What follows belongs to an exercise in optimizing a design on an open flow for small area, a short achievable clock period and few clock cycles per item; a production flow would make more cautious choices.
Where RTL was checked, it was by simulation tests only, not by an equivalence proof against the original.
For runs 1 to 3, only the layout was checked, not whether the RTL still works.
Power figures rest on the tool's default switching activity, not on a simulated workload.

**constraint.sdc**
```tcl
create_clock -name core_clock -period 12.0 [get_ports {clk}]
set_input_delay 2.4000 -clock core_clock [delete_from_list [all_inputs] [get_ports {clk}]]
set_output_delay 2.4000 -clock core_clock [all_outputs]
set_load 0.01 [all_outputs]
```
**flow/run.sh**
```bash
#!/bin/bash
set -euo pipefail
export SETUP_SLACK_MARGIN=8.5
bash standard.sh > flow_standard.log 2>&1
```
**standard.sh**
```bash
#!/bin/bash
# synth_recipe.tcl (not shown) runs the flow's synth.tcl, then flattens the netlist and writes it again
# the make line also repeats each setting of config.mk as NAME=value (left out here)
make -C /OpenROAD-flow-scripts/flow DESIGN_CONFIG=/design/flow/config.mk WORK_HOME=/design/flow/orfs CLKGATE_MAP_FILE= SYNTH_SCRIPT=/design/flow/synth_recipe.tcl "${@:-finish}"
```
**config.mk**
```make
export PLATFORM = sky130hd
export DESIGN_NAME = bp91_codec
export DESIGN_NICKNAME = bp91_codec
export VERILOG_FILES = /design/flow/design.v
export SDC_FILE = /design/flow/constraint.sdc
export NUM_CORES = 4
export LEC_CHECK = 0
export CAP_MARGIN = 20
export CORE_MARGIN = 2
export CORE_UTILIZATION = 25
export PLACE_DENSITY = 0.45
export SLEW_MARGIN = 20
```
**design.v**
```verilog
module bp91_codec (
    input  wire        clk,
    input  wire        rst,
    input  wire        cmd_valid,
    output wire        cmd_ready,
    input  wire [1:0]  cmd_op,
    input  wire [11:0] cmd_len,
    input  wire        in_valid,
    output wire        in_ready,
    input  wire [7:0]  in_data,
    output wire        out_valid,
    input  wire        out_ready,
    output wire [7:0]  out_data,
    output reg         done,
    output reg  [7:0]  err_code,
    output reg  [11:0] err_info
);
    localparam OP_LOAD = 2'd0;
    localparam OP_ENC  = 2'd1;
    localparam OP_DEC  = 2'd2;
    localparam OP_DECS = 2'd3;
    localparam T_CHAR  = 2'd0;
    localparam T_BYTE  = 2'd1;
    localparam T_MARK  = 2'd2;
    localparam QD = 6;             
    localparam CD = 7;             
    integer i;
    reg [6:0] ring [0:90];
    reg [6:0] b;
    reg [6:0] bn;            
    reg        nv;
    reg [1:0]  nop;
    reg [11:0] nlen;
    reg        ia;
    reg [1:0]  iop;
    reg [11:0] irem;
    reg        ilast;       
    reg        in_rdy;
    assign cmd_ready = !nv;
    assign in_ready  = in_rdy;
    wire cmd_fire = cmd_valid && !nv;
    wire in_fire  = in_valid && in_rdy;
    reg        hv, tv;
    reg [1:0]  hop, top_;
    reg        hlast, tlast;
    reg        hnob, tnob;
    reg [7:0]  hdat, tdat;
    reg [11:0] kidx;
    reg        alpha_ok;
    reg        errf;         
    reg        e7;
    reg [11:0] eidx;
    reg        dupf;
    reg [6:0]  dupidx;
    reg        finp;         
    reg        fload;
    reg        pdv;
    reg [3:0]  pdc;          
    reg [11:0] pdi;
    reg        c2v;
    reg [1:0]  c2op;
    reg        c2last;
    reg        c2has;
    reg [7:0]  c2dat;        
    reg        pv;
    reg [1:0]  pop_;
    reg        plast;
    reg        phas;         
    reg [7:0]  pdat;         
    reg        pendv;
    reg [6:0]  pend;
    reg        kv;
    reg [1:0]  kop;
    reg        klast;
    reg        khas;
    reg        kpendv;
    reg [13:0] kdat;
    reg [20:0] acc;
    reg [4:0]  n;
    reg        fl;
    reg        mp;           
    reg        menc;
    reg        half;         
    reg [13:0] cr;
    reg        crv, cr2;
    reg [2:0]  tot;          
    reg        room;         
    reg        xv;
    reg [1:0]  xt;
    reg        xsel;
    reg [13:0] xdat;
    reg        x2v;
    reg [1:0]  x2t;
    reg        x2sel;
    reg [6:0]  x2hi, x2lo;
    reg        x3v;
    reg [1:0]  x3t;
    reg [7:0]  x3dat;
    reg        zv;
    reg [1:0]  zt;
    reg [7:0]  zdat;         
    reg [11:0] zhi;          
    reg [8:0]  q [0:QD-1];
    reg [2:0]  qwp, qrp;
    reg [2:0]  qn;
    reg        ov;
    reg [7:0]  ob;
    assign out_valid = ov;
    assign out_data  = ob;
    always @(*) begin
        err_code = {3'd0, pdc[3], 1'b0, pdc[2:0]};
        err_info = pdi;
    end
    function [24:0] ks25;
        input [24:0] a, c;
        reg   [24:0] g, p, gg, pp;
        integer k, d;
        begin
            g = a & c; p = a ^ c; gg = g; pp = p;
            for (d = 1; d < 25; d = d * 2)
                for (k = 24; k >= d; k = k - 1) begin
                    gg[k] = gg[k] | (pp[k] & gg[k - d]);
                    pp[k] = pp[k] & pp[k - d];
                end
            ks25 = p ^ {gg[23:0], 1'b0};
        end
    endfunction
    function [13:0] ks14;
        input [13:0] a, c;
        reg   [13:0] g, p, gg, pp;
        integer k, d;
        begin
            g = a & c; p = a ^ c; gg = g; pp = p;
            for (d = 1; d < 14; d = d * 2)
                for (k = 13; k >= d; k = k - 1) begin
                    gg[k] = gg[k] | (pp[k] & gg[k - d]);
                    pp[k] = pp[k] & pp[k - d];
                end
            ks14 = p ^ {gg[12:0], 1'b0};
        end
    endfunction
    function [7:0] ks8;
        input [7:0] a, c;
        reg   [7:0] g, p, gg, pp;
        integer k, d;
        begin
            g = a & c; p = a ^ c; gg = g; pp = p;
            for (d = 1; d < 8; d = d * 2)
                for (k = 7; k >= d; k = k - 1) begin
                    gg[k] = gg[k] | (pp[k] & gg[k - d]);
                    pp[k] = pp[k] & pp[k - d];
                end
            ks8 = p ^ {gg[6:0], 1'b0};
        end
    endfunction
    wire c_load = (hop == OP_LOAD);
    wire c_enc  = (hop == OP_ENC);
    wire c_dec  = hop[1];
    wire [2:0] kh = kidx[6:4];
    wire [3:0] kl = kidx[3:0];
    reg  [7:0]  gt_h, eq_h;
    reg  [15:0] gt_l;
    reg  [90:0] match, lmask;
    reg  [6:0]  pos;
    always @(*) begin
        for (i = 0; i < 8; i = i + 1) begin
            gt_h[i] = (kh > i);
            eq_h[i] = (kh == i);
        end
        for (i = 0; i < 16; i = i + 1)
            gt_l[i] = (kl > i);
        pos = 7'd0;
        for (i = 0; i < 91; i = i + 1) begin
            match[i] = (ring[i] == hdat[6:0]);
            lmask[i] = gt_h[i / 16] | (eq_h[i / 16] & gt_l[i % 16]);
            if (match[i]) pos = pos | i[6:0];
        end
    end
    wire       anym    = |match;
    wire       anyl    = |(match & lmask);
    wire       member  = !hdat[7] && anym && !hnob;
    wire       k91      = (kidx < 12'd91);
    wire       need_ins = c_load && !hnob && k91;
    wire [6:0] kidx_m1  = kidx[6:0] - 7'd1;
    wire ds_empty = !c2v && !(pv && pop_ == OP_ENC) && !(kv && kop == OP_ENC) &&
                    !(menc && (fl || n != 5'd0)) && !crv &&
                    !(xv && xt == T_CHAR) && !(x2v && x2t == T_CHAR) &&
                    !(x3v && x3t == T_CHAR) && !(zv && zt == T_CHAR);
    wire ins_ok   = (kidx == 12'd0) ? ds_empty : (b == kidx_m1);
    wire c2_free;
    wire c_take = hv && c2_free && !finp && (!need_ins || ins_ok) && (!hlast || !pdv);
    wire c_ins  = c_take && need_ins;
    wire [11:0] kidx_p1 = kidx + 12'd1;
    wire err_now = c_load ? (!hnob && hdat[7]) :
                   ((hop == OP_DECS) && alpha_ok && !hnob && !member);
    wire dup_now = c_load && !hnob && k91 && !hdat[7] && anyl;
    wire fin_slow = c_load || ((hop == OP_DECS) && alpha_ok);
    wire p_free;
    wire c2_take = c2v && p_free;
    assign c2_free = !c2v || c2_take;
    wire [7:0] c2_t = ks8({1'b0, b}, {1'b1, ~c2dat[6:0]});
    wire [7:0] c2_u = ks8({1'b0, b} ^ {1'b1, ~c2dat[6:0]} ^ 8'd91,
                          {(({1'b0, b} & {1'b1, ~c2dat[6:0]}) | ({1'b0, b} & 8'd91) |
                            ({1'b1, ~c2dat[6:0]} & 8'd91)), 1'b0});
    wire [6:0] c2_dig = c2_t[7] ? c2_u[6:0] : c2_t[6:0];      
    wire p_dec = pop_[1];
    wire p_enc = (pop_ == OP_ENC);
    wire p_fwd = p_enc || plast || (phas && pendv);
    wire k_free;
    wire p_take = pv && (!p_fwd || k_free);
    assign p_free = !pv || p_take;
    wire [6:0]  p_dig = pdat[6:0];
    wire [15:0] dh = 16'd1 << pdat[6:3];
    wire [7:0]  dl = 8'd1 << pdat[2:0];
    wire m728_0 = 1'b0;
    wire m728_1 = 1'b0;
    wire m728_2 = 1'b0;
    wire m728_3 = dh[1] | dh[3] | dh[5] | dh[7] | dh[9] | dh[11];
    wire m728_4 = dh[1] | dh[2] | dh[5] | dh[6] | dh[9] | dh[10];
    wire m728_5 = dh[2] | dh[4] | dh[5] | dh[7] | dh[10];
    wire m728_6 = dh[1] | dh[4] | dh[7] | dh[8] | dh[10] | dh[11];
    wire m728_7 = dh[1] | dh[2] | dh[3] | dh[7] | dh[8] | dh[9];
    wire m728_8 = dh[2] | dh[4] | dh[6] | dh[7] | dh[9] | dh[11];
    wire m728_9 = dh[1] | dh[4] | dh[5] | dh[7] | dh[8] | dh[11];
    wire m728_10 = dh[2] | dh[5] | dh[8] | dh[10] | dh[11];
    wire m728_11 = dh[3] | dh[4] | dh[5] | dh[9] | dh[10] | dh[11];
    wire m728_12 = dh[6] | dh[7] | dh[8] | dh[9] | dh[10] | dh[11];
    wire m728_13 = 1'b0;
    wire m91_0 = dl[1] | dl[3] | dl[5] | dl[7];
    wire m91_1 = dl[1] | dl[2] | dl[5] | dl[6];
    wire m91_2 = dl[2] | dl[4] | dl[5] | dl[7];
    wire m91_3 = dl[1] | dl[4] | dl[7];
    wire m91_4 = dl[1] | dl[2] | dl[3] | dl[7];
    wire m91_5 = dl[2] | dl[4] | dl[6] | dl[7];
    wire m91_6 = dl[1] | dl[4] | dl[5] | dl[7];
    wire m91_7 = dl[2] | dl[5];
    wire m91_8 = dl[3] | dl[4] | dl[5];
    wire m91_9 = dl[6] | dl[7];
    wire [13:0] m728 = {m728_13, m728_12, m728_11, m728_10, m728_9, m728_8, m728_7, m728_6, m728_5, m728_4, m728_3, m728_2, m728_1, m728_0};
    wire [9:0]  m91  = {m91_9, m91_8, m91_7, m91_6, m91_5, m91_4, m91_3, m91_2, m91_1, m91_0};
    wire [13:0] pa = {7'd0, pend};
    wire [13:0] pb = m728;
    wire [13:0] pc = {4'd0, m91};
    wire [13:0] s4 = pa ^ pb ^ pc;
    wire [13:0] c4 = {((pa & pb) | (pa & pc) | (pb & pc)), 1'b0};
    wire [13:0] p_v = ks14(s4, c4);
    wire n_gt13 = (n > 5'd13);
    wire n_gt7  = (n > 5'd7);
    wire big13  = (acc[12:0] > 13'd88);
    wire two    = n_gt7 || (acc[13:0] > 14'd90);
    wire cr_iss  = crv && room;
    wire cr_free = !crv || (cr_iss && (half || !cr2));
    wire ext_ok  = cr_free && !mp;
    wire ext     = menc && n_gt13 && ext_ok;                   
    wire fdone   = fl && !mp && (menc ? (!n_gt13 && ((n == 5'd0) || cr_free)) : !n_gt7);
    wire fin_ld  = fdone && menc && (n != 5'd0);
    wire i_byte  = !menc && n_gt7 && room && !mp;
    wire i_mark  = mp && room && !crv;
    wire issue   = cr_iss || i_byte || i_mark;
    wire emit    = i_byte;
    wire clr     = fdone;
    reg  k_acc;
    always @(*) begin
        k_acc = 1'b0;
        if (kv && !fl) begin
            if (kop == OP_ENC)
                k_acc = !khas || !n_gt13 || ext_ok;
            else if (kop[1])
                k_acc = (!khas && !kpendv) || !n_gt7 || (room && !mp && (n < 5'd16));
            else
                k_acc = 1'b1;
        end
    end
    assign k_free = !kv || k_acc;
    wire k_ins = k_acc && (khas || kpendv) && (kop != OP_LOAD);
    wire k_is13 = (kdat[12:0] > 13'd88);
    wire [28:0] acc_or = {8'd0, acc} | (k_ins ? ({15'd0, kdat} << n) : 29'd0);
    wire [28:0] acc_s13 = acc_or >> 13;
    wire [28:0] acc_s14 = acc_or >> 14;
    wire [28:0] acc_s8  = acc_or >> 8;
    wire [20:0] acc_nx = ext ? (big13 ? acc_s13[20:0] : acc_s14[20:0]) :
                         (emit ? acc_s8[20:0] : acc_or[20:0]);
    wire [4:0]  kk     = ext ? (big13 ? 5'd13 : 5'd14) : (emit ? 5'd8 : 5'd0);
    wire [4:0]  n_sub  = n - kk;
    wire [4:0]  n_nx   = !k_ins ? n_sub :
                         (kop == OP_ENC) ? (n_sub + 5'd8) :
                         khas ? (n_sub + (k_is13 ? 5'd13 : 5'd14)) : 5'd8;
    wire [24:0] ma = {11'd0, xdat} << 11;
    wire [24:0] mb = {11'd0, xdat} << 9;
    wire [24:0] mc = {11'd0, xdat} << 8;
    wire [24:0] md = {11'd0, xdat} << 6;
    wire [24:0] me = {11'd0, xdat};
    wire [24:0] ms1 = ma ^ mb ^ mc;
    wire [24:0] mc1 = {((ma & mb) | (ma & mc) | (mb & mc)), 1'b0};
    wire [24:0] ms2 = md ^ me ^ ms1;
    wire [24:0] mc2 = {((md & me) | (md & ms1) | (me & ms1)), 1'b0};
    wire [24:0] ms3 = mc1 ^ mc2 ^ ms2;
    wire [24:0] mc3 = {((mc1 & mc2) | (mc1 & ms2) | (mc2 & ms2)), 1'b0};
    wire [24:0] x_prod = ks25(ms3, mc3);
    wire [6:0]  x_hi   = x_prod[24:18];
    wire [7:0]  la = {1'b0, x2lo};
    wire [7:0]  lb = {1'b0, x2hi} << 5;
    wire [7:0]  lc = {1'b0, x2hi} << 2;
    wire [7:0]  ld = {1'b0, x2hi};
    wire [7:0]  ls1 = la ^ lb ^ lc;
    wire [7:0]  lc1 = {((la & lb) | (la & lc) | (lb & lc)), 1'b0};
    wire [7:0]  ls2 = ls1 ^ lc1 ^ ld;
    wire [7:0]  lc2 = {((ls1 & lc1) | (ls1 & ld) | (lc1 & ld)), 1'b0};
    wire [7:0]  x2_lo = ks8(ls2, lc2);
    wire [6:0]  x2_d  = x2sel ? x2hi : x2_lo[6:0];
    wire [7:0]  nd    = {1'b1, ~x3dat[6:0]};
    wire [7:0]  es    = {1'b0, bn} ^ nd ^ 8'd1;
    wire [7:0]  ec    = {(({1'b0, bn} & nd) | ({1'b0, bn} & 8'd1) | (nd & 8'd1)), 1'b0};
    wire [7:0]  x3_e  = ks8(es, ec);
    wire [7:0]  fs    = {1'b0, bn} ^ nd ^ 8'd92;
    wire [7:0]  fc    = {(({1'b0, bn} & nd) | ({1'b0, bn} & 8'd92) | (nd & 8'd92)), 1'b0};
    wire [7:0]  x3_f  = ks8(fs, fc);
    wire [6:0]  x3_adr = x3_e[7] ? x3_f[6:0] : x3_e[6:0];
    reg  [6:0] zgrp [0:11];
    reg  [6:0] z_rd;
    integer g, k2;
    always @(*) begin
        z_rd = 7'd0;
        for (g = 0; g < 12; g = g + 1) begin
            zgrp[g] = 7'd0;
            for (k2 = 0; k2 < 8; k2 = k2 + 1)
                if (8 * g + k2 < 91)
                    zgrp[g] = zgrp[g] | ({7{zdat[k2]}} & ring[8 * g + k2]);
            z_rd = z_rd | ({7{zhi[g]}} & zgrp[g]);
        end
    end
    wire [7:0] w_dat = (zt == T_CHAR) ? {1'b0, z_rd} : zdat;
    wire       w_mk  = (zt == T_MARK);
    wire [8:0] qh     = q[qrp];
    wire       o_free = !ov || out_ready;
    wire       q_pop  = o_free && (qn != 3'd0);
    wire       o_xfer = ov && out_ready;
    wire [1:0] gone   = {1'b0, o_xfer} + {1'b0, q_pop && qh[8]};
    wire push_zero;
    wire in_push = in_fire || push_zero;
    wire i_end  = in_fire && ilast;
    wire i_idle = !ia || i_end;
    wire act    = i_idle && nv && (nlen != 12'd0);
    assign push_zero = !ia && nv && (nlen == 12'd0) && !(hv && tv);
    wire [1:0] push_op   = in_fire ? iop : nop;
    wire       push_last = in_fire ? ilast : 1'b1;
    wire       push_nob  = !in_fire;
    always @(posedge clk) begin
        for (i = 1; i < 91; i = i + 1) ring[i] <= ring[i-1];
        ring[0] <= c_ins ? hdat[6:0] : ring[90];
        xt    <= i_mark ? T_MARK : (i_byte ? T_BYTE : T_CHAR);
        xsel  <= half;
        xdat  <= i_byte ? {6'd0, acc[7:0]} : cr;
        x2t   <= xt;
        x2sel <= xsel;
        x2hi  <= (xt == T_CHAR) ? x_hi : {6'd0, xdat[7]};
        x2lo  <= xdat[6:0];
        x3t   <= x2t;
        x3dat <= (x2t == T_CHAR) ? {1'b0, x2_d} : {x2hi[0], x2lo};
        zt    <= x3t;
        zdat  <= (x3t == T_CHAR) ? (8'd1 << x3_adr[2:0]) : x3dat;
        zhi   <= 12'd1 << x3_adr[6:3];
        if (rst) begin
            b        <= 7'd0;
            bn       <= 7'd1;
            nv       <= 1'b0;
            ia       <= 1'b0;
            in_rdy   <= 1'b0;
            hv       <= 1'b0;
            tv       <= 1'b0;
            kidx     <= 12'd0;
            alpha_ok <= 1'b0;
            errf     <= 1'b0;
            dupf     <= 1'b0;
            finp     <= 1'b0;
            pdv      <= 1'b0;
            pdc      <= 4'd0;
            pdi      <= 12'd0;
            c2v      <= 1'b0;
            pv       <= 1'b0;
            pendv    <= 1'b0;
            kv       <= 1'b0;
            acc      <= 21'd0;
            n        <= 5'd0;
            fl       <= 1'b0;
            mp       <= 1'b0;
            menc     <= 1'b0;
            half     <= 1'b0;
            crv      <= 1'b0;
            tot      <= 3'd0;
            room     <= 1'b1;
            xv       <= 1'b0;
            x2v      <= 1'b0;
            x3v      <= 1'b0;
            zv       <= 1'b0;
            qwp      <= 3'd0;
            qrp      <= 3'd0;
            qn       <= 3'd0;
            ov       <= 1'b0;
            done     <= 1'b0;
        end else begin
            if (c_ins && kidx == 12'd0) begin
                b  <= 7'd0;
                bn <= 7'd1;
            end else begin
                b  <= bn;
                bn <= (bn == 7'd90) ? 7'd0 : bn + 7'd1;
            end
            if (cmd_fire) begin
                nv   <= 1'b1;
                nop  <= cmd_op;
                nlen <= cmd_len;
            end
            if (act) begin
                ia    <= 1'b1;
                iop   <= nop;
                irem  <= nlen;
                ilast <= (nlen == 12'd1);
                nv    <= 1'b0;
            end else if (push_zero) begin
                nv    <= 1'b0;
            end else if (in_fire) begin
                irem  <= irem - 12'd1;
                ilast <= (irem == 12'd2);
                if (ilast) ia <= 1'b0;
            end
            if (c_take) begin
                if (tv) begin
                    hop <= top_; hlast <= tlast; hnob <= tnob; hdat <= tdat;
                    if (in_push) begin
                        top_ <= push_op; tlast <= push_last; tnob <= push_nob; tdat <= in_data;
                    end else begin
                        tv <= 1'b0;
                    end
                end else begin
                    hv <= in_push;
                    hop <= push_op; hlast <= push_last; hnob <= push_nob; hdat <= in_data;
                end
            end else if (in_push) begin
                if (!hv) begin
                    hv <= 1'b1;
                    hop <= push_op; hlast <= push_last; hnob <= push_nob; hdat <= in_data;
                end else begin
                    tv <= 1'b1;
                    top_ <= push_op; tlast <= push_last; tnob <= push_nob; tdat <= in_data;
                end
            end
            begin : rdy
                reg [1:0] cnt_next;
                reg       ia_next;
                cnt_next = {1'b0, hv} + {1'b0, tv} + {1'b0, in_push} - {1'b0, c_take};
                ia_next  = act || (ia && !i_end);
                in_rdy  <= ia_next && (cnt_next <= 2'd1);
            end
            if (c_take) begin
                kidx <= hlast ? 12'd0 : kidx_p1;
                if (!errf) begin
                    eidx <= kidx;
                    e7   <= hdat[7];
                    errf <= err_now;
                end
                if (!dupf) begin
                    dupidx <= kidx[6:0];
                    dupf   <= dup_now;
                end
                if (hlast) begin
                    pdv <= 1'b1;
                    if (fin_slow) begin
                        finp  <= 1'b1;
                        fload <= c_load;
                        pdi   <= (c_load && !hnob) ? kidx_p1 : 12'd0;
                    end else begin
                        pdc  <= alpha_ok ? 4'd0 : 4'b1011;
                        pdi  <= 12'd0;
                        errf <= 1'b0;
                        dupf <= 1'b0;
                    end
                end
            end
            if (finp) begin
                finp <= 1'b0;
                errf <= 1'b0;
                dupf <= 1'b0;
                if (fload) begin
                    alpha_ok <= 1'b0;
                    if (pdi != 12'd91) begin
                        pdc <= 4'd1;
                    end else if (errf) begin
                        pdc <= 4'd2;
                        pdi <= eidx;
                    end else if (dupf) begin
                        pdc <= 4'd3;
                        pdi <= {5'd0, dupidx};
                    end else begin
                        pdc <= 4'd0;
                        pdi <= 12'd0;
                        alpha_ok <= 1'b1;
                    end
                end else if (errf) begin
                    pdc <= e7 ? 4'd4 : 4'd5;
                    pdi <= eidx;
                end else begin
                    pdc <= 4'd0;
                end
            end
            if (c2_free) begin
                c2v    <= c_take && (c_enc ? (alpha_ok || hlast) :
                                     (hlast || (c_dec && alpha_ok && member)));
                c2op   <= hop;
                c2last <= hlast;
                c2has  <= c_enc ? (alpha_ok && !hnob) : (c_dec && alpha_ok && member);
                c2dat  <= c_enc ? hdat : {1'b0, pos};
            end else if (c2op[1]) begin
                c2dat[6:0] <= (c2dat[6:0] == 7'd90) ? 7'd0 : c2dat[6:0] + 7'd1;
            end
            if (p_take) begin
                if (p_dec) begin
                    if (plast) begin
                        pendv <= 1'b0;
                    end else if (phas) begin
                        pendv <= !pendv;
                        if (!pendv) pend <= p_dig;
                    end
                end
            end
            if (p_free) begin
                pv    <= c2_take;
                pop_  <= c2op;
                plast <= c2last;
                phas  <= c2has;
                pdat  <= (c2op == OP_ENC) ? c2dat : {1'b0, c2_dig};
            end
            if (k_free) begin
                kv <= p_take && p_fwd;
                kop <= pop_;
                klast <= plast;
                if (p_enc) begin
                    khas   <= phas;
                    kpendv <= 1'b0;
                    kdat   <= {6'd0, pdat};
                end else if (p_dec) begin
                    if (phas && pendv) begin
                        khas   <= 1'b1;
                        kpendv <= 1'b0;
                        kdat   <= p_v;
                    end else begin
                        khas   <= 1'b0;
                        kpendv <= phas || pendv;
                        kdat   <= {7'd0, phas ? p_dig : pend};
                    end
                end else begin
                    khas   <= 1'b0;
                    kpendv <= 1'b0;
                end
            end
            if (k_acc) begin
                menc <= (kop == OP_ENC);
                if (klast) fl <= 1'b1;
            end
            if (ext || fin_ld) begin
                cr   <= (ext && big13) ? {1'b0, acc[12:0]} : acc[13:0];
                cr2  <= ext || two;
                crv  <= 1'b1;
                half <= 1'b0;
            end else if (cr_iss) begin
                if (half || !cr2) begin
                    crv  <= 1'b0;
                    half <= 1'b0;
                end else begin
                    half <= 1'b1;
                end
            end
            if (i_mark)
                mp <= 1'b0;
            if (clr) begin
                acc  <= 21'd0;
                n    <= 5'd0;
                fl   <= 1'b0;
                mp   <= 1'b1;
            end else begin
                acc <= acc_nx;
                n   <= n_nx;
            end
            xv  <= issue;
            x2v <= xv;
            x3v <= x2v;
            zv  <= x3v;
            begin : cred
                reg [2:0] tn;
                tn = tot + {2'd0, issue} - {1'd0, gone};
                tot  <= tn;
                room <= (tn < CD);
            end
            if (zv) begin
                q[qwp] <= {w_mk, w_dat};
                qwp    <= (qwp == QD - 1) ? 3'd0 : qwp + 3'd1;
            end
            if (q_pop)
                qrp <= (qrp == QD - 1) ? 3'd0 : qrp + 3'd1;
            qn <= qn + {2'd0, zv} - {2'd0, q_pop};
            done <= 1'b0;
            if (o_free) begin
                if (q_pop) begin
                    if (qh[8]) begin
                        done <= 1'b1;
                        pdv  <= 1'b0;
                        ov   <= 1'b0;
                    end else begin
                        ob <= qh[7:0];
                        ov <= 1'b1;
                    end
                end else begin
                    ov <= 1'b0;
                end
            end
        end
    end
endmodule
```
==> results of run 1 <==
[stage by stage]
stage	instances	cell area (um^2)	hold slack (ns)	setup WS [ns]	util
after detailed placement	6535	48690	0.3187	7.330	0.2665
after floorplan	4291	46190	0.3096	8.052	-
final	6823	53720	0.3331	8.267	0.2941
after global routing	6823	53720	0.3492	8.112	0.2941
after global placement	6535	48660	0.3190	7.259	0.2663
after CTS	6785	53170	0.3373	8.247	0.2911
[placed cells by master (no fill, tap or decap), types with 17 or more instances in the layout]
| cell | n |
|---|---|
| o21ai_0 | 77 |
| xor2_1 | 331 |
| a211oi_1 | 21 |
| a21oi_1 | 185 |
| nor3_1 | 58 |
| buf_6 | 25 |
| xnor2_1 | 392 |
| edfxtp_1 | 201 |
| clkbuf_16 | 110 |
| nand2b_1 | 27 |
| nor2b_1 | 34 |
| mux2_2 | 33 |
| nand4_1 | 185 |
| fa_1 | 46 |
| clkinv_2 | 19 |
| dfxtp_1 | 766 |
| mux4_2 | 18 |
| clkbuf_1 | 25 |
| buf_4 | 120 |
| mux2i_1 | 41 |
| clkdlybuf4s50_1 | 23 |
| nand3_1 | 51 |
| a22oi_1 | 325 |
| and2_1 | 22 |
| nor2_1 | 220 |
| nor4_1 | 95 |
| a221oi_1 | 26 |
| dfxtp_2 | 20 |
| o22ai_1 | 33 |
| inv_1 | 142 |
| nand2_1 | 161 |
| or3_1 | 17 |
| ha_1 | 113 |
| dfxtp_4 | 26 |
[path summary, 6_finish.rpt]
kind                                end  slack [ns]  depth (start not counted)
worst max-delay path            x2hi[6]        8.27                         14
worst min-delay path              x2sel        0.33                          0
worst max register to register  x2hi[6]        8.27                         14
worst min register to register    x2sel        0.33                          0
[final cells by class]
type	instances	share of cell area
flip-flops and latches	1013	0.4172
multi-input cells	2876	0.4140
clock buffers	148	0.05589
well taps	2385	0.05555
repair buffers	202	0.03785
inverters	150	0.01067
clock inverters	49	0.008873
[cells by family (layout without fill, tap and decap cells)]
logic type | count (synthesis) | in the layout | synth area share
and+or+nand+nor | 1014 | 1014 | 0.1176
DFF | 1013 | 1013 | 0.4863
AOI/OAI and AO/OA | 862 | 862 | 0.1293
xor gates and xnor gates | 726 | 726 | 0.1387
buffers and inverters | 402 | 549 | 0.04602
adders and majority gates | 168 | 168 | 0.05372
muxes | 102 | 102 | 0.02828
other | 1 | 4 | 0.00008181
[power breakdown]
part / internal (mW) / total, mW / switching [mW]
sequential: 3.68 / 4.05 / 0.365
clock: 1.85 / 3.30 / 1.45
combinational: 1.18 / 2.92 / 1.75
total: 6.70 / 10.3 / 3.56
[repair_timing]
item,in CTS,in global routing
pin swaps,15,24
setup endpoints to repair,249,126
resized for setup,260,65
cloned,5,1
buffers inserted,48,37
[layer usage]
metal | GRT usage | vias up
li1 | - | 15637
met1 | 0.2348 | 16982
met2 | 0.2647 | 1055
met3 | 0.03203 | 325
met4 | 0.05818 | 0
met5 | 0 | -
[critical path, cell delays in order, from the launching register on]
cell       delay (ns)
dfxtp_4          0.36
fa_1             0.54
inv_2            0.04
fa_1             0.47
fa_1             0.51
inv_2            0.05
ha_4             0.20
a21o_1           0.16
a21oi_2          0.14
o21ai_2          0.10
a2111oi_4        0.34
or3_4            0.21
a31oi_4          0.08
or3_1            0.34
a21oi_2          0.14
[sequential cells by signal, indices dropped and copies added (netlist names), 12 cells and up, named ones only]
name	flops
q	54
eidx	12
nlen	12
irem	12
zhi	12
xdat	14
ring	637
cr	14
kdat	14
acc	21
kidx	12
pdi	12
==> impl_metrics.yaml, run 1 <==
routing:
  routed-wl-met3_mm: 9.761
  wl_met2_mm: 73.34
  top_layer_used: "met4"
  routedWlPerCell_um: 24.00
  first_iter_violations: 2853
  wl_mm: 163.7
  remaining_drc_errors: 0
  num_vias: 33999
  via_per_inst: 4.983
  drt_first_pass_iters: 6
  wl_met1_mm: 74.50
  postRouteAntennaNets: 0
place:
  gp_congestion: 0.9850
  port_buffers: 54
  hpwlAfterDp_mm: 109.6
timing:
  timing.slew.headroom: 0.2879
  worst_pin_slew_ns: 1.064
  fin_skew_ns: 0.02539
  setup_viol: 0
  fmax_ghz: 0.2679
  grt_setup_unrepaired: "yes"
  hold_viol: 0
  fin_crit_sh: 0.3111
  finalSetupTns_ns: 0
  finalCriticalPeriod_ns: 3.733
  report.final.slew_viol_count: 0
synthesis:
  synth_flop_cell: "dfxtp_1"
  async_flop_share: 0
  yosysTopAreaCell: "dfxtp_1"
  yosys-top-cells-count: "dfxtp_1 (812), xnor2_1 (394), xor2_1 (332)"
  yosysTopAreaCellShare: 0.3547
  synth-edff-count: 201
  ys_warn_count: 3
  post-synth-top-count-cell: "dfxtp_1"
  synth_cells: 4288
  synth.avg_cell_area_um2: 10.69
  synth_area_leaders: "dfxtp_1 (35%), edfxtp_1 (13%), xnor2_1 (7.5%)"
  yosysUniqueCellTypes: 92
  ys_ff_latch: 1013
  netlist_area_um2: 45840
  synth_seq_area_share: 0.4863
layout:
  area_growth_pct: 17.21
  nNetsFinal: 4543
  multi_input_area_um2: 22240
  fillers: 18979
  register_area_um2: 22410
  drive_gt1_frac: 0.1334
  n_antenna_cell: 0
cts:
  ctsLongestPathBuffers: 3
  root_buffer: "clkbuf_16"
  worst_skew_pair.late_latency_ns: 0.74
  clock_sinks: 1013
  holdBufCountCts: 0
  cts_buffers: 105
  cts_tree: "done"
  htree_num_levels: 3
  path_clk_slew_ns: 0.06
pwr:
  ir_worst_vdd_mv: 0.1158
  power_mw: 10.27
  power_density_nw_per_um2: 191.1
  p_leak_nw: 19.51
global_routing:
  grt_usage: 0.1701
  grt_max_degree: 55
  grt_pass1_wl_mm: 238.1
  grt_antenna_before_repair: 2
  gr-total-overflow: 0
  grt_pass1_vias: 33969
die:
  die_h_um: 432.2
  rows: 157
  dieArea_um2: 186800
  start_util: 0.2509
  die_x_um: 432.2
  core_area_um2: 182700
  ios: 59
min_path:
  hp-start: "xsel"
  hp-class: "flop to flop"
outcome:
  outcome: "timing/DRC/antenna clean"
setup_path:
  crit_path_start_kind: "flop"
  cp-startpoint: "xdat[1]"
  cp_data_required_time_ns: 12.65
  worstSetupPathType: "flop to flop"
  critPathCaptureType: "flop"
  critPathMaxFanout: 3
  crit_arrival_ns: 4.39
  r2r-start: "xdat[1]"
run:
  drv_cap: 0
==> run 2, diff against run 1 <==
--- a/design.v
+++ b/design.v
@@ -45,6 +45,7 @@
     reg        hlast, tlast;
     reg        hnob, tnob;
     reg [7:0]  hdat, tdat;
+    reg [6:0]  hdn;          
     reg [11:0] kidx;
     reg        alpha_ok;
     reg        errf;         
@@ -83,9 +84,10 @@
     reg        half;         
     reg [13:0] cr;
     reg        crv, cr2;
+    reg        crl;          
     reg [2:0]  tot;          
     reg        room;         
-    reg        xv;
+    reg        xv, xe, x2e, x3e, ze;
     reg [1:0]  xt;
     reg        xsel;
     reg [13:0] xdat;
@@ -100,10 +102,11 @@
     reg [1:0]  zt;
     reg [7:0]  zdat;         
     reg [11:0] zhi;          
-    reg [8:0]  q [0:QD-1];
+    reg [9:0]  q [0:QD-1];      
     reg [2:0]  qwp, qrp;
     reg [2:0]  qn;
     reg        ov;
+    reg        obe;          
     reg [7:0]  ob;
     assign out_valid = ov;
     assign out_data  = ob;
@@ -171,7 +174,10 @@
             gt_l[i] = (kl > i);
         pos = 7'd0;
         for (i = 0; i < 91; i = i + 1) begin
-            match[i] = (ring[i] == hdat[6:0]);
+            if (i < 46)
+                match[i] = (ring[i] == hdat[6:0]);
+            else
+                match[i] = (ring[i] == ~hdn);
             lmask[i] = gt_h[i / 16] | (eq_h[i / 16] & gt_l[i % 16]);
             if (match[i]) pos = pos | i[6:0];
         end
@@ -252,11 +258,17 @@
     wire cr_free = !crv || (cr_iss && (half || !cr2));
     wire ext_ok  = cr_free && !mp;
     wire ext     = menc && n_gt13 && ext_ok;                   
-    wire fdone   = fl && !mp && (menc ? (!n_gt13 && ((n == 5'd0) || cr_free)) : !n_gt7);
-    wire fin_ld  = fdone && menc && (n != 5'd0);
-    wire i_byte  = !menc && n_gt7 && room && !mp;
+    wire i_byte  = !menc && n_gt7 && room && !mp && !crv;
+    wire cr_done = cr_iss && (half || !cr2);                   
+    wire last_b  = fl && i_byte && (n < 5'd16);                
+    wire fdone   = fl && !mp && (menc ? (!n_gt13 && ((n == 5'd0) || cr_free)) :
+                                        (!n_gt7 || last_b));
+    wire fin_ld  = fdone && menc && (n != 5'd0);               
+    wire emb_cr  = fdone && menc && (n == 5'd0) && crv && !cr_done;
+    wire need_mk = fdone && !fin_ld && !emb_cr && !last_b;
     wire i_mark  = mp && room && !crv;
     wire issue   = cr_iss || i_byte || i_mark;
+    wire it_end  = (cr_done && crl) || last_b;
     wire emit    = i_byte;
     wire clr     = fdone;
     reg  k_acc;
@@ -266,7 +278,7 @@
             if (kop == OP_ENC)
                 k_acc = !khas || !n_gt13 || ext_ok;
             else if (kop[1])
-                k_acc = (!khas && !kpendv) || !n_gt7 || (room && !mp && (n < 5'd16));
+                k_acc = (!khas && !kpendv) || !n_gt7 || (room && !mp && !crv && (n < 5'd16));
             else
                 k_acc = 1'b1;
         end
@@ -331,7 +343,7 @@
     end
     wire [7:0] w_dat = (zt == T_CHAR) ? {1'b0, z_rd} : zdat;
     wire       w_mk  = (zt == T_MARK);
-    wire [8:0] qh     = q[qrp];
+    wire [9:0] qh     = q[qrp];
     wire       o_free = !ov || out_ready;
     wire       q_pop  = o_free && (qn != 3'd0);
     wire       o_xfer = ov && out_ready;
@@ -349,6 +361,10 @@
         for (i = 1; i < 91; i = i + 1) ring[i] <= ring[i-1];
         ring[0] <= c_ins ? hdat[6:0] : ring[90];
         xt    <= i_mark ? T_MARK : (i_byte ? T_BYTE : T_CHAR);
+        xe    <= it_end;
+        x2e   <= xe;
+        x3e   <= x2e;
+        ze    <= x3e;
         xsel  <= half;
         xdat  <= i_byte ? {6'd0, acc[7:0]} : cr;
         x2t   <= xt;
@@ -426,7 +442,7 @@
             end
             if (c_take) begin
                 if (tv) begin
-                    hop <= top_; hlast <= tlast; hnob <= tnob; hdat <= tdat;
+                    hop <= top_; hlast <= tlast; hnob <= tnob; hdat <= tdat; hdn <= ~tdat[6:0];
                     if (in_push) begin
                         top_ <= push_op; tlast <= push_last; tnob <= push_nob; tdat <= in_data;
                     end else begin
@@ -435,11 +451,13 @@
                 end else begin
                     hv <= in_push;
                     hop <= push_op; hlast <= push_last; hnob <= push_nob; hdat <= in_data;
+                    hdn <= ~in_data[6:0];
                 end
             end else if (in_push) begin
                 if (!hv) begin
                     hv <= 1'b1;
                     hop <= push_op; hlast <= push_last; hnob <= push_nob; hdat <= in_data;
+                    hdn <= ~in_data[6:0];
                 end else begin
                     tv <= 1'b1;
                     top_ <= push_op; tlast <= push_last; tnob <= push_nob; tdat <= in_data;
@@ -557,9 +575,12 @@
                 menc <= (kop == OP_ENC);
                 if (klast) fl <= 1'b1;
             end
+            if (emb_cr)
+                crl <= 1'b1;
             if (ext || fin_ld) begin
                 cr   <= (ext && big13) ? {1'b0, acc[12:0]} : acc[13:0];
                 cr2  <= ext || two;
+                crl  <= fin_ld;
                 crv  <= 1'b1;
                 half <= 1'b0;
             end else if (cr_iss) begin
@@ -576,7 +597,7 @@
                 acc  <= 21'd0;
                 n    <= 5'd0;
                 fl   <= 1'b0;
-                mp   <= 1'b1;
+                mp   <= need_mk;
             end else begin
                 acc <= acc_nx;
                 n   <= n_nx;
@@ -592,7 +613,7 @@
                 room <= (tn < CD);
             end
             if (zv) begin
-                q[qwp] <= {w_mk, w_dat};
+                q[qwp] <= {ze, w_mk, w_dat};
                 qwp    <= (qwp == QD - 1) ? 3'd0 : qwp + 3'd1;
             end
             if (q_pop)
@@ -606,13 +627,18 @@
                         pdv  <= 1'b0;
                         ov   <= 1'b0;
                     end else begin
-                        ob <= qh[7:0];
-                        ov <= 1'b1;
+                        ob  <= qh[7:0];
+                        obe <= qh[9];
+                        ov  <= 1'b1;
                     end
                 end else begin
                     ov <= 1'b0;
                 end
             end
+            if (o_xfer && obe) begin
+                done <= 1'b1;
+                pdv  <= 1'b0;
+            end
         end
     end
 endmodule
==> run 2 against run 1 <==
  * Fmax increased by 0.74%
  * Clock skew grew 0.011 ns
  * First-iteration DRC count down 10%
  * Highest routed layer unchanged
==> impl_metrics.yaml, run 2 <==
global_routing:
  grt_pass1_vias: 34144
  gr-total-overflow: 0
  grt_usage: 0.1621
  grt_max_degree: 50
  grt_pass1_wl_mm: 230.6
  grt_antenna_before_repair: 3
synthesis:
  yosys-top-cells-count: "dfxtp_1 (816), xnor2_1 (371), xor2_1 (359)"
  synth_seq_area_share: 0.4946
  synth-edff-count: 216
  netlist_area_um2: 46140
  ys_ff_latch: 1032
  synth_area_leaders: "dfxtp_1 (35%), edfxtp_1 (14%), xnor2_1 (7.0%)"
  ys_warn_count: 3
  async_flop_share: 0
  post-synth-top-count-cell: "dfxtp_1"
  yosysUniqueCellTypes: 90
  synth_flop_cell: "dfxtp_1"
  synth_cells: 4340
  yosysTopAreaCellShare: 0.3540
  synth.avg_cell_area_um2: 10.63
  yosysTopAreaCell: "dfxtp_1"
cts:
  clock_sinks: 1032
  root_buffer: "clkbuf_16"
  ctsLongestPathBuffers: 3
  cts_tree: "done"
  holdBufCountCts: 0
  path_clk_slew_ns: 0.06
  worst_skew_pair.late_latency_ns: 0.75
  cts_buffers: 108
  htree_num_levels: 3
die:
  die_x_um: 433.6
  ios: 59
  rows: 157
  dieArea_um2: 188000
  die_h_um: 433.6
  core_area_um2: 183300
  start_util: 0.2518
timing:
  fin_skew_ns: 0.03615
  worst_pin_slew_ns: 1.142
  fin_crit_sh: 0.3088
  finalSetupTns_ns: 0
  report.final.slew_viol_count: 0
  fmax_ghz: 0.2699
  hold_viol: 0
  timing.slew.headroom: 0.2319
  finalCriticalPeriod_ns: 3.705
  grt_setup_unrepaired: "yes"
  setup_viol: 0
layout:
  stdcell_area_um2: 54580
  fillers: 18837
  final_cell_mix: "dfxtp_1 (770), xnor2_1 (367), xor2_1 (357)"
  nNetsFinal: 4589
  n_antenna_cell: 0
  top_regs: "ring: 637 flops, q: 60 flops, acc: 21 flops"
  fin_util: 0.2978
  drive_gt1_frac: 0.1332
  register_area_um2: 22940
  multi_input_area_um2: 22360
  area_growth_pct: 18.30
  largest_register_ffs: 637
  largest_register: "ring"
  final_common_cell: "dfxtp_1"
pwr:
  power_density_nw_per_um2: 192.9
  p_leak_nw: 19.90
  ir_worst_vdd_mv: 0.1520
place:
  port_buffers: 54
  placed_cell_area_um2: 49450
  hpwlAfterDp_mm: 110.2
  gp_congestion: 0.9591
min_path:
  hp-class: "flop to flop"
setup_path:
  worstSetupPathType: "flop to flop"
  slowest_stage: "fa_1"
  crit_path_start_kind: "flop"
  critPathCaptureType: "flop"
  path_cells: "fa_1, inv_2, fa_1, fa_1, inv_1, ha_2, or3_4, a221oi_2, o21ai_2, a31oi_4, o21ai_2, or2_4, a211oi_4, a211oi_2"
  cp_data_required_time_ns: 12.60
  crit_top_cell: "fa_1"
  cp_slowest_stage_delay_ns: 0.55
  critPathMaxFanout: 4
  crit_arrival_ns: 4.30
routing:
  routedWlPerCell_um: 22.55
  remaining_drc_errors: 0
  num_vias: 34191
  wl_mm: 156.8
  via_per_inst: 4.917
  drt_first_pass_iters: 6
  first_iter_violations: 2555
  postRouteAntennaNets: 0
run:
  drv_cap: 0
outcome:
  outcome: "timing/DRC/antenna clean"
-- run 2: changes by cell type after synthesis, sizes merged, moves of 8 or more --
cell	before	now
a21o	14	22
nand2	163	148
or3	18	8
nand4	185	195
nor3	68	79
edfxtp	201	216
clkbuf	124	143
and2	24	32
inv	150	160
xnor2	394	371
nor2b	37	28
buf	128	112
xor2	332	359
mux2	40	31
-- run 2: metrics by stage --
stage	std cells	total power, mW	setup slack (ns)	hold WS, ns
after floorplan	4343	5.961	7.820	0.3096
after global placement	6671	6.836	7.196	0.3164
after detailed placement	6671	6.826	7.197	0.3167
after CTS	6917	10.43	8.241	0.3310
after global routing	6954	11.11	8.188	0.3443
final	6954	10.53	8.295	0.3281
-- run 2: final timing paths --
| path | from | end | slack (ns) | cells after the start |
|---|---|---|---|---|
| worst min-delay path | xsel | x2sel | 0.33 | 0 |
| worst max register to register | xdat[5] | x2hi[5] | 8.29 | 14 |
| worst max-delay path | xdat[5] | x2hi[5] | 8.29 | 14 |
| worst min register to register | xsel | x2sel | 0.33 | 0 |
-- run 2: report_power, final --
part	switching, mW	total (mW)	internal (mW)
Combinational	1.79	3.00	1.21
Sequential	0.338	4.09	3.75
Clock	1.48	3.44	1.96
-- run 2: critical path, delay by kind of cell (launching register included) --
| kind | cells | cell delay [ns] |
|---|---|---|
| adders and majority gates | 4 | 1.65 |
| AOI/OAI and AO/OA | 6 | 0.89 |
| and+or+nand+nor | 2 | 0.58 |
| DFF | 1 | 0.36 |
| buffers and inverters | 2 | 0.08 |
-- run 2: cell families (layout without fill, tap and decap cells) --
group                    count (synthesis)  in the layout  synth area share
flip-flops                            1032           1032            0.4946
AND/OR/NAND/NOR                       1016           1017            0.1163
AO/OA/AOI/OAI                          888            888            0.1331
XOR/XNOR                               730            730            0.1386
buffers and inverters                  416            562           0.03905
adder cells (fa/ha/maj)                166            166           0.05282
multiplexers                            91             91           0.02546
other                                    1              4        0.00008127
-- run 2: layout make-up --
| class | count | share of cell area |
|---|---|---|
| well taps | 2464 | 0.05648 |
| inverters | 161 | 0.01123 |
| flip-flops and latches | 1032 | 0.4203 |
| repair buffers | 197 | 0.03629 |
| clock buffers | 162 | 0.05790 |
| multi-input cells | 2896 | 0.4096 |
| clock inverters | 42 | 0.008275 |
-- run 2: layer usage --
layer | wire [um] | part of all wire | global-route usage | vias up
met4 | 3946 | 0.025 | 0.04484 | 0
li1 | - | - | - | 15826
met1 | 73530 | 0.47 | 0.2269 | 17140
met3 | 8807 | 0.056 | 0.02886 | 225
met2 | 70530 | 0.45 | 0.2546 | 1000
met5 | 0 | 0 | 0 | -
-- run 2: repair_timing --
item                       CTS  global route
gates resized for setup    261            95
setup endpoints to repair  273           166
gates cloned                 0             3
pin swaps                   21            28
setup buffers               42            34
hold endpoints to repair     0             0
==> run 3, diff against run 2 <==
==> flow/run.sh (replaced) <==
#!/bin/bash
set -euo pipefail
export SETUP_SLACK_MARGIN=8.3
bash standard.sh > flow_standard.log 2>&1
==> run 3 against run 2 <==
  * Final area is 1.1% lower
  * Combinational power down 1%
  * Via count is 0.73% lower
  * Non-clock buffer count down 19
  * Fmax shrank 1.3%
  * Largest cell class unchanged
  * Total power is 0.35% higher
  * First-iteration DRC count grew 29%
  * Cell count fell by 0.35%
  * Global-route usage hardly changed
==> impl_metrics.yaml, run 3 <==
routing:
  num_vias: 33943
  wl_mm: 155.8
  postRouteAntennaNets: 0
  drt_first_pass_iters: 7
  routedWlPerCell_um: 22.49
  first_iter_violations: 3285
  remaining_drc_errors: 0
  via_per_inst: 4.898
setup_path:
  crit_path_start_kind: "flop"
  critPathMaxFanout: 3
  crit_arrival_ns: 4.37
  worstSetupPathType: "flop to flop"
  critPathCaptureType: "flop"
  cp_data_required_time_ns: 12.61
timing:
  finalCriticalPeriod_ns: 3.753
  fin_crit_sh: 0.3127
  layout_setup_ws_ns: 8.247
  timing.slew.headroom: 0.1548
  report.final.slew_viol_count: 0
  fin_skew_ns: 0.05937
  grt_setup_unrepaired: "yes"
  worst_pin_slew_ns: 1.254
  setup_viol: 0
  finalSetupTns_ns: 0
  hold_viol: 0
  fmax_ghz: 0.2665
pwr:
  p_leak_nw: 19.71
  power_density_nw_per_um2: 195.8
  ir_worst_vdd_mv: 0.1275
synthesis:
  synth_cells: 4340
  synth-edff-count: 216
  post-synth-top-count-cell: "dfxtp_1"
  synth_flop_cell: "dfxtp_1"
  yosysTopAreaCell: "dfxtp_1"
  ys_ff_latch: 1032
  yosysUniqueCellTypes: 90
  netlist_area_um2: 46140
  yosysTopAreaCellShare: 0.3540
  synth_seq_area_share: 0.4946
  async_flop_share: 0
  synth_area_leaders: "dfxtp_1 (35%), edfxtp_1 (14%), xnor2_1 (7.0%)"
  yosys-top-cells-count: "dfxtp_1 (816), xnor2_1 (371), xor2_1 (359)"
  ys_warn_count: 3
  synth.avg_cell_area_um2: 10.63
cts:
  worst_skew_pair.late_latency_ns: 0.78
  ctsLongestPathBuffers: 3
  root_buffer: "clkbuf_16"
  htree_num_levels: 3
  path_clk_slew_ns: 0.06
  holdBufCountCts: 0
  clock_sinks: 1032
  cts_tree: "done"
  cts_buffers: 108
place:
  place_ws_ns: 7.141
  port_buffers: 54
  place_inst: 6669
  hpwlAfterDp_mm: 109.9
  gp_congestion: 0.9444
layout:
  drive_gt1_frac: 0.1212
  final_common_cell: "dfxtp_1"
  final_cell_mix: "dfxtp_1 (771), xnor2_1 (367), xor2_1 (357)"
  nNetsFinal: 4569
  largest_register_ffs: 637
  top_regs: "ring: 637 flops, q: 60 flops, acc: 21 flops"
  fillers: 18991
  largest_register: "ring"
  final_cells: 6930
  area_growth_pct: 17.00
die:
  rows: 157
  ios: 59
  die_h_um: 433.6
  start_util: 0.2518
  dieArea_um2: 188000
  core_area_um2: 183300
  die_x_um: 433.6
global_routing:
  gr-total-overflow: 0
  grt_max_degree: 52
  grt_usage: 0.1618
  grt_pass1_wl_mm: 229.4
  grt_antenna_before_repair: 4
  grt_pass1_vias: 33588
outcome:
  outcome: "timing/DRC/antenna clean"
min_path:
  hp-class: "flop to flop"
run:
  drv_cap: 0
run 3: area by class of cell:
| type | instances | area, um^2 | area share |
|---|---|---|---|
| sequential | 1032 | 22920 | 0.4246 |
| multi-input combinational | 2895 | 22110 | 0.4095 |
| tap | 2464 | 3083 | 0.05711 |
| clock buffer | 144 | 2983 | 0.05525 |
| timing repair buffer | 178 | 1562 | 0.02893 |
| clock inverter | 55 | 708.2 | 0.01312 |
| inverter | 161 | 618.1 | 0.01145 |
| antenna | 1 | 2.502 | 0.00004635 |
run 3: stage by stage:
step | hold WS [ns] | util | cell area [um^2] | total power [mW]
2_1_floorplan | 0.3096 | - | 46400 | 5.941
3_3_place_gp | 0.3142 | 0.2693 | 49350 | 6.810
3_5_place_dp | 0.3121 | 0.2693 | 49360 | 6.810
4_1_cts | 0.3271 | 0.2919 | 53510 | 10.48
5_1_grt | 0.3370 | 0.2946 | 53980 | 11.14
6_report | 0.3269 | 0.2946 | 53980 | 10.57
run 3: repair_timing:
| action | 4_1_cts | 5_1_grt |
|---|---|---|
| gates cloned | 0 | 1 |
| setup endpoints to repair | 217 | 116 |
| pin swaps | 23 | 23 |
| gates resized for setup | 210 | 61 |
| buffers inserted | 35 | 25 |
| hold endpoints to repair | 0 | 0 |
run 3: metal layers:
layer / vias to the layer above / wire, um / GRT usage
met5: - / 28 / 0
met4: 4 / 4094 / 0.04290
met3: 240 / 8857 / 0.02570
met2: 1052 / 71020 / 0.2568
met1: 16835 / 71830 / 0.2270
li1: 15812 / - / -
run 3: where the power goes:
part / leakage [nW] / internal [mW] / switching (mW)
clock: 1.81 / 1.98 / 1.51
combinational: 9.27 / 1.21 / 1.75
sequential: 8.62 / 3.75 / 0.371
total: 19.7 / 6.94 / 3.62
run 3: cell families after synthesis:
family	synth area share
muxes	0.02546
and+or+nand+nor	0.1163
DFF	0.4946
xor gates and xnor gates	0.1386
buffers and inverters	0.03905
adders and majority gates	0.05282
AOI/OAI and AO/OA	0.1331
other	0.00008127
run 3: worst paths after layout:
path,start,end,slack [ns],depth (start not counted)
setup reg to reg,xdat[4],x2hi[5],8.25,14
hold reg to reg,xe,x2e,0.33,0
hold / removal,xe,x2e,0.33,0
setup / recovery,xdat[4],x2hi[5],8.25,14
run 3: critical path, cell delays in order (launching register included):
cell and delay (ns):
dfxtp_4 0.36, fa_1 0.54, inv_1 0.06, fa_1 0.45
fa_1 0.49, inv_1 0.04, ha_2 0.15, or3_4 0.37
a221oi_4 0.21, o21ai_2 0.12, a31oi_4 0.19, o21ai_2 0.08
or2_4 0.26, a211oi_2 0.24, a211oi_2 0.06
==> run 4, diff against run 3 <==
--- a/design.v
+++ b/design.v
@@ -91,6 +91,7 @@
     reg [1:0]  xt;
     reg        xsel;
     reg [13:0] xdat;
+    reg [16:0] xdat5;        
     reg        x2v;
     reg [1:0]  x2t;
     reg        x2sel;
@@ -297,18 +298,13 @@
     wire [4:0]  n_nx   = !k_ins ? n_sub :
                          (kop == OP_ENC) ? (n_sub + 5'd8) :
                          khas ? (n_sub + (k_is13 ? 5'd13 : 5'd14)) : 5'd8;
-    wire [24:0] ma = {11'd0, xdat} << 11;
-    wire [24:0] mb = {11'd0, xdat} << 9;
-    wire [24:0] mc = {11'd0, xdat} << 8;
-    wire [24:0] md = {11'd0, xdat} << 6;
+    wire [24:0] ma = {8'd0, xdat5} << 9;
+    wire [24:0] md = {8'd0, xdat5} << 6;
     wire [24:0] me = {11'd0, xdat};
-    wire [24:0] ms1 = ma ^ mb ^ mc;
-    wire [24:0] mc1 = {((ma & mb) | (ma & mc) | (mb & mc)), 1'b0};
-    wire [24:0] ms2 = md ^ me ^ ms1;
-    wire [24:0] mc2 = {((md & me) | (md & ms1) | (me & ms1)), 1'b0};
-    wire [24:0] ms3 = mc1 ^ mc2 ^ ms2;
-    wire [24:0] mc3 = {((mc1 & mc2) | (mc1 & ms2) | (mc2 & ms2)), 1'b0};
+    wire [24:0] ms3 = ma ^ md ^ me;
+    wire [24:0] mc3 = {((ma & md) | (ma & me) | (md & me)), 1'b0};
     wire [24:0] x_prod = ks25(ms3, mc3);
+    wire [24:0] cr5    = ks25({9'd0, cr, 2'b00}, {11'd0, cr});
     wire [6:0]  x_hi   = x_prod[24:18];
     wire [7:0]  la = {1'b0, x2lo};
     wire [7:0]  lb = {1'b0, x2hi} << 5;
@@ -367,6 +363,7 @@
         ze    <= x3e;
         xsel  <= half;
         xdat  <= i_byte ? {6'd0, acc[7:0]} : cr;
+        xdat5 <= cr5[16:0];
         x2t   <= xt;
         x2sel <= xsel;
         x2hi  <= (xt == T_CHAR) ? x_hi : {6'd0, xdat[7]};
==> flow/run.sh (replaced) <==
#!/bin/bash
set -euo pipefail
export SETUP_SLACK_MARGIN=8.5
bash standard.sh > flow_standard.log 2>&1
==> run 4 against run 3 <==
  * Still clean
  * Utilization up 0.47 points
  * Total power down 6.4%
  * Via count up 1.6%
  * Global-route usage up 0.28 points
  * Critical path type is now flop to primary output
  * Critical endpoint is now err_info[7]
  * Highest routed layer is now met4
==> impl_metrics.yaml, run 4 <==
synthesis:
  yosysTopAreaCell: "dfxtp_1"
  synth_flop_cell: "dfxtp_1"
  yosysUniqueCellTypes: 86
  synth.avg_cell_area_um2: 10.58
  post-synth-top-count-cell: "dfxtp_1"
  yosysTopAreaCellShare: 0.3601
  synth-edff-count: 216
  synth_area_leaders: "dfxtp_1 (36%), edfxtp_1 (14%), xnor2_1 (7.5%)"
  netlist_area_um2: 46310
  yosys-top-cells-count: "dfxtp_1 (833), xnor2_1 (396), xor2_1 (345)"
  async_flop_share: 0
  synth_seq_area_share: 0.5001
  synth_cells: 4377
  ys_warn_count: 3
  ys_ff_latch: 1049
run:
  drv_cap: 0
layout:
  fin_util: 0.2992
  n_antenna_cell: 0
  nNetsFinal: 4620
  top_regs: "ring: 637 flops, q: 60 flops, acc: 21 flops"
  largest_register: "ring"
  drive_gt1_frac: 0.1246
  fillers: 19016
  largest_register_ffs: 637
  final_cell_mix: "dfxtp_1 (792), xnor2_1 (395), xor2_1 (344)"
  final_common_cell: "dfxtp_1"
  area_growth_pct: 18.68
routing:
  routedWlPerCell_um: 22.88
  postRouteAntennaNets: 0
  num_vias: 34479
  drt_first_pass_iters: 6
  first_iter_violations: 2817
  remaining_drc_errors: 0
  via_per_inst: 4.926
  wl_mm: 160.2
cts:
  htree_num_levels: 3
  path_clk_slew_ns: 0.06
  cts_tree: "done"
  ctsLongestPathBuffers: 3
  cts_buffers: 108
  root_buffer: "clkbuf_16"
  worst_skew_pair.late_latency_ns: 0.75
  clock_sinks: 1049
setup_path:
  rr_endpoint: "dupf"
  path_cells: "buf_6"
  cp_num_buf_inv: 1
  crit_path_start_kind: "flop"
  crit_arrival_ns: 1.24
  r2r_slack_ns: 8.38
  worstSetupPathType: "flop to primary output"
  cp_slowest_stage_delay_ns: 0.39
  cp_data_required_time_ns: 9.60
  critPathCaptureType: "primary output"
  r2r_cells: 11
  path_delay_family: "flip-flops"
  slowest_stage: "dfxtp_4"
  critPathMaxFanout: 2
  path_depth: 1
  r2r-start: "kidx[1]"
  cp-startpoint: "pdi[7]"
  cp-endpoint: "err_info[7]"
timing:
  fin_skew_ns: 0.03002
  finalCriticalPeriod_ns: 3.643
  fmax_ghz: 0.2745
  holdWs_ns: 0.3256
  report.final.slew_viol_count: 0
  hold_viol: 0
  grt_setup_unrepaired: "yes"
  timing.slew.headroom: 0.2432
  worst_pin_slew_ns: 1.125
  setup_viol: 0
  finalSetupTns_ns: 0
  fin_crit_sh: 0.3036
die:
  ios: 59
  start_util: 0.2521
  dieArea_um2: 188700
  rows: 157
  core_area_um2: 183700
  die_x_um: 434.4
  die_h_um: 434.4
pwr:
  power_mw: 9.892
  p_leak_nw: 20.11
  ir_worst_vdd_mv: 0.1165
  power_density_nw_per_um2: 180.0
place:
  gp_congestion: 0.9238
  port_buffers: 54
  hpwlAfterDp_mm: 111.6
global_routing:
  grt_pass1_vias: 34333
  grt_pass1_wl_mm: 234.2
  grt_usage: 0.1646
  grt_max_degree: 49
  grt_antenna_before_repair: 0
  gr-total-overflow: 0
min_path:
  hp-class: "flop to flop"
  holdPathStages: 0
outcome:
  outcome: "timing/DRC/antenna clean"
==> run 4: cell types whose count changed in the layout (fill, tap and decap cells not counted), sizes merged, moves of 12 or more <==
cell,before,now
inv,163,139
xor2,359,345
nand2b,38,26
o31ai,9,23
nand2,148,181
nand3,57,40
fa,48,26
buf,152,171
xnor2,371,396
dfxtp,816,833
a21oi,202,190
==> run 4: metal layers <==
layer,track usage,vias to the layer above,part of all wire
met2,0.2614,1026,0.45
met1,0.2272,17157,0.46
met4,0.05408,0,0.030
met5,0,-,0
li1,-,16039,-
met3,0.02607,257,0.054
==> run 4: area by class of cell <==
type                    count  area [um^2]  area share
clock buffers             153         3117     0.05671
repair buffers            202         2140     0.03893
multi-input cells        2944        22220      0.4043
clock inverters            52        604.3     0.01100
flip-flops and latches   1049        23280      0.4235
well taps                2464         3083     0.05609
inverters                 135        519.2    0.009447
==> run 4: logic make-up after synthesis <==
| group | after synthesis | share of synthesized area |
|---|---|---|
| AND/OR/NAND/NOR | 1035 | 0.1170 |
| adder cells (fa/ha/maj) | 154 | 0.04577 |
| XOR/XNOR | 741 | 0.1401 |
| buffers and inverters | 387 | 0.03453 |
| flip-flops | 1049 | 0.5001 |
| AO/OA/AOI/OAI | 919 | 0.1371 |
| other | 1 | 0.00008097 |
| multiplexers | 91 | 0.02529 |
==> run 4: per-stage QoR <==
step | std cells | area (um^2) | worst slack (ns)
after floorplan | 4380 | 46630 | 7.826
after global placement | 6700 | 49570 | 7.000
after detailed placement | 6700 | 49570 | 6.800
after CTS | 6954 | 54290 | 8.296
after global routing | 6999 | 54960 | 8.295
final | 6999 | 54960 | 8.357
==> run 4: timing repair <==
| item | CTS | global route |
|---|---|---|
| hold buffers | 0 | 0 |
| resized for setup | 290 | 57 |
| pin swaps | 17 | 25 |
| setup buffers | 44 | 42 |
| hold endpoints to repair | 0 | 0 |
| endpoints found under the setup margin | 269 | 118 |
| cloned | 5 | 3 |
==> run 4: worst min-delay path by stage <==
stage	from	endpoint	slack (ns)
2_1_floorplan	xe	x2e	0.31
3_3_place_gp	xdat[5]	x2lo[5]	0.32
3_5_place_dp	xdat[2]	x2lo[2]	0.31
4_1_cts	xdat[5]	x2lo[5]	0.32
5_1_grt	xdat[4]	x2lo[4]	0.33
6_report	xdat[2]	x2lo[2]	0.33
==> run 4: power by group <==
| group | total [mW] | internal (mW) | switching [mW] |
|---|---|---|---|
| combinational | 2.19 | 0.824 | 1.36 |
| clock | 3.55 | 2.04 | 1.51 |
| sequential | 4.16 | 3.80 | 0.355 |
Testbench counts of run 4, summed over its fixed seeds: cycles 39,367, items 35,196.
==> run 5, diff against run 4 <==
--- a/config.mk
+++ b/config.mk
@@ -8,5 +8,7 @@
 export CAP_MARGIN = 20
 export CORE_MARGIN = 2
 export CORE_UTILIZATION = 25
+export CTS_CLUSTER_DIAMETER = 100
+export CTS_CLUSTER_SIZE = 24
 export PLACE_DENSITY = 0.45
 export SLEW_MARGIN = 20
==> run 5 against run 4 <==
  * Synthesized cell count stayed put
  * Combinational power is 2% higher
  * Final area is 3.9% lower
  * Clock skew hardly changed
  * Area after synthesis stayed put
  * Total power is 15% lower
  * Critical path depth is 9 higher
  * Register-to-register slack worse by 0.04 ns
  * Wire length is 0.59% lower
  * Setup slack worse by 0.015 ns
  * First-iteration DRC count is 0.57% higher
  * Count of clock-buffer cells in the layout is 81 lower
  * Highest routed layer is now met5
==> impl_metrics.yaml, run 5 <==
outcome:
  outcome: "timing/DRC/antenna clean"
synthesis:
  netlist_area_um2: 46310
  synth_seq_area_share: 0.5001
  yosysUniqueCellTypes: 86
  yosysTopAreaCell: "dfxtp_1"
  ys_ff_latch: 1049
  yosysTopAreaCellShare: 0.3601
  synth_flop_cell: "dfxtp_1"
  synth_cells: 4377
  async_flop_share: 0
  post-synth-top-count-cell: "dfxtp_1"
  synth-edff-count: 216
  ys_warn_count: 3
  yosys-top-cells-count: "dfxtp_1 (833), xnor2_1 (396), xor2_1 (345)"
  synth.avg_cell_area_um2: 10.58
  synth_area_leaders: "dfxtp_1 (36%), edfxtp_1 (14%), xnor2_1 (7.5%)"
place:
  gp_congestion: 0.9238
  port_buffers: 54
  hpwlAfterDp_mm: 111.6
  placed_cell_area_um2: 49570
pwr:
  ir_worst_vdd_mv: 0.1177
  power_density_nw_per_um2: 159.1
  p_leak_nw: 19.04
  power_mw: 8.403
setup_path:
  crit_arrival_ns: 4.24
  cp-startpoint: "kidx[0]"
  cp_data_required_time_ns: 12.58
  r2r_cells: 10
  r2r-start: "kidx[0]"
  rr_endpoint: "dupf"
  critPathMaxFanout: 7
  r2r_slack_ns: 8.34
  critPathCaptureType: "flop"
  cp-endpoint: "dupf"
  crit_path_start_kind: "flop"
  worstSetupPathType: "flop to flop"
die:
  ios: 59
  rows: 157
  die_h_um: 434.4
  core_area_um2: 183700
  dieArea_um2: 188700
  die_x_um: 434.4
  start_util: 0.2521
cts:
  worst_skew_pair.late_latency_ns: 0.69
  cts_buffers: 51
  ctsLongestPathBuffers: 3
  holdBufCountCts: 0
  cts_tree: "done"
  root_buffer: "clkbuf_16"
  path_clk_slew_ns: 0.11
  clock_sinks: 1049
  htree_num_levels: 2
routing:
  routedWlPerCell_um: 23.16
  num_vias: 34233
  via_per_inst: 4.979
  first_iter_violations: 2833
  remaining_drc_errors: 0
  wl_mm: 159.2
  drt_first_pass_iters: 6
  postRouteAntennaNets: 0
layout:
  area_growth_pct: 14.06
  multi_input_area_um2: 22220
  top_regs: "ring: 637 flops, q: 60 flops, acc: 21 flops"
  drive_gt1_frac: 0.1029
  largest_register: "ring"
  final_common_cell: "dfxtp_1"
  fillers: 19158
  final_cell_mix: "dfxtp_1 (794), xnor2_1 (395), xor2_1 (344)"
  stdcell_area_um2: 52820
  register_area_um2: 23280
  largest_register_ffs: 637
  nNetsFinal: 4566
global_routing:
  grt_antenna_before_repair: 2
  grt_usage: 0.1629
  gr-total-overflow: 0
  grt_pass1_wl_mm: 232.7
  grt_max_degree: 49
  grt_pass1_vias: 33680
timing:
  grt_setup_unrepaired: "yes"
  fin_crit_sh: 0.3049
  finalSetupTns_ns: 0
  hold_viol: 0
  setup_viol: 0
  worst_pin_slew_ns: 1.103
  timing.slew.headroom: 0.2580
  finalCriticalPeriod_ns: 3.658
  report.final.slew_viol_count: 0
  fin_skew_ns: 0.03017
  fmax_ghz: 0.2733
min_path:
  hp-class: "flop to flop"
run:
  drv_cap: 0
-- run 5: cell counts after synthesis --
No cell type changed its count.
-- run 5: worst min-delay path by stage --
stage / startpoint / end / cells after the start
3_5_place_dp: xdat[2] / x2lo[2] / 0
5_1_grt: xdat[4] / x2lo[4] / 0
3_3_place_gp: xdat[5] / x2lo[5] / 0
6_report: xdat[5] / x2lo[5] / 0
4_1_cts: xdat[5] / x2lo[5] / 0
2_1_floorplan: xe / x2e / 0
-- run 5: area by class of cell --
type | count | share of cell area
inverters | 135 | 0.009901
clock inverters | 6 | 0.001208
clock buffers | 72 | 0.02705
multi-input cells | 2944 | 0.4207
repair buffers | 205 | 0.04200
diodes | 1 | 0.00004738
well taps | 2464 | 0.05837
flip-flops and latches | 1049 | 0.4407
-- run 5: critical path, stage by stage (launching register included) --
cell and delay (ns):
dfxtp_4 0.40, buf_4 0.14, ha_1 0.34, nor2_1 0.19, o21ai_0 0.85, o22ai_1 0.26, nor4_1 0.42, o21ai_0 0.16
nor4_1 0.47, o31a_1 0.23, a211oi_1 0.08
-- run 5: power breakdown --
part	total (mW)	switching, mW	internal (mW)	leakage [nW]
logic	2.23	1.38	0.852	9.55
clock network	2.02	1.18	0.842	0.725
registers	4.15	0.355	3.80	8.77
total	8.40	2.91	5.49	19.0
-- run 5: what timing repair did --
item | in CTS | in global routing
cloned | 7 | 2
gates resized for setup | 293 | 63
pin swaps | 20 | 23
setup buffers | 49 | 39
endpoints found under the setup margin | 280 | 117
-- run 5: cell families (layout without fill, tap and decap cells) --
family / count (synthesis) / in the layout / synth area share
flops: 1049 / 1049 / 0.5001
other cells: 1 / 5 / 0.00008097
compound gates: 919 / 919 / 0.1371
mux: 91 / 91 / 0.02529
buf+inv: 387 / 418 / 0.03453
fa+ha+maj: 154 / 154 / 0.04577
xor+xnor: 741 / 741 / 0.1401
simple gates: 1035 / 1035 / 0.1170
-- run 5: metrics by stage --
stage	cells	hold slack, ns	setup WS (ns)	utilization
6_report	6876	0.3230	8.342	0.2876
3_5_place_dp	6700	0.3121	6.800	0.2699
2_1_floorplan	4380	0.3096	7.826	-
3_3_place_gp	6700	0.3153	7.000	0.2699
4_1_cts	6834	0.3297	8.337	0.2842
5_1_grt	6875	0.3408	8.340	0.2876
-- run 5: routing by layer --
layer  part of all wire  vias up  track usage
li1                   -    15834            -
met1               0.46    17052       0.2274
met2               0.46     1098       0.2629
met3              0.054      247      0.02192
met4              0.028        2      0.04394
met5           0.000044        -            0

## separate check: timing with driven ports
No port has a modelled driver above. Below, the same layouts with a new extraction and two added sets of constraints. Step 1: set_driving_cell puts a clkbuf_16 on clk and a buf_2 on each other input, an assumption about the parent block. Step 2 adds t to the input delays and takes it off the output delays; t is the mean of the earliest and latest rising clock arrival at the registers after step 1. Input paths then give back, and output paths get back, about the clock's delay inside the block. a / b / c = no drivers / after step 1 / after step 2; a / b = the first two.
run | t (ns) | setup slack, ns | worst setup path at the end | worst register clock-pin slew, ns | cell pins on the clock port's net
run 1 | 0.808 | 8.267 / 8.243 / 7.766 | input to register | 0.07 / 0.07 | 1
run 2 | 0.814 | 8.295 / 8.254 / 7.646 | input to register | 0.07 / 0.07 | 1
run 3 | 0.830 | 8.247 / 8.242 / 7.589 | input to register | 0.07 / 0.07 | 1
run 4 | 0.813 | 8.357 / 8.280 / 7.665 | input to register | 0.07 / 0.07 | 1
run 5 | 0.746 | 8.342 / 8.325 / 7.687 | input to register | 0.11 / 0.11 | 1
After both steps every run listed still meets setup and hold. The setup slack of run 4, which loses most, moves by -0.077 ns with the drivers and by -0.692 ns with both steps.
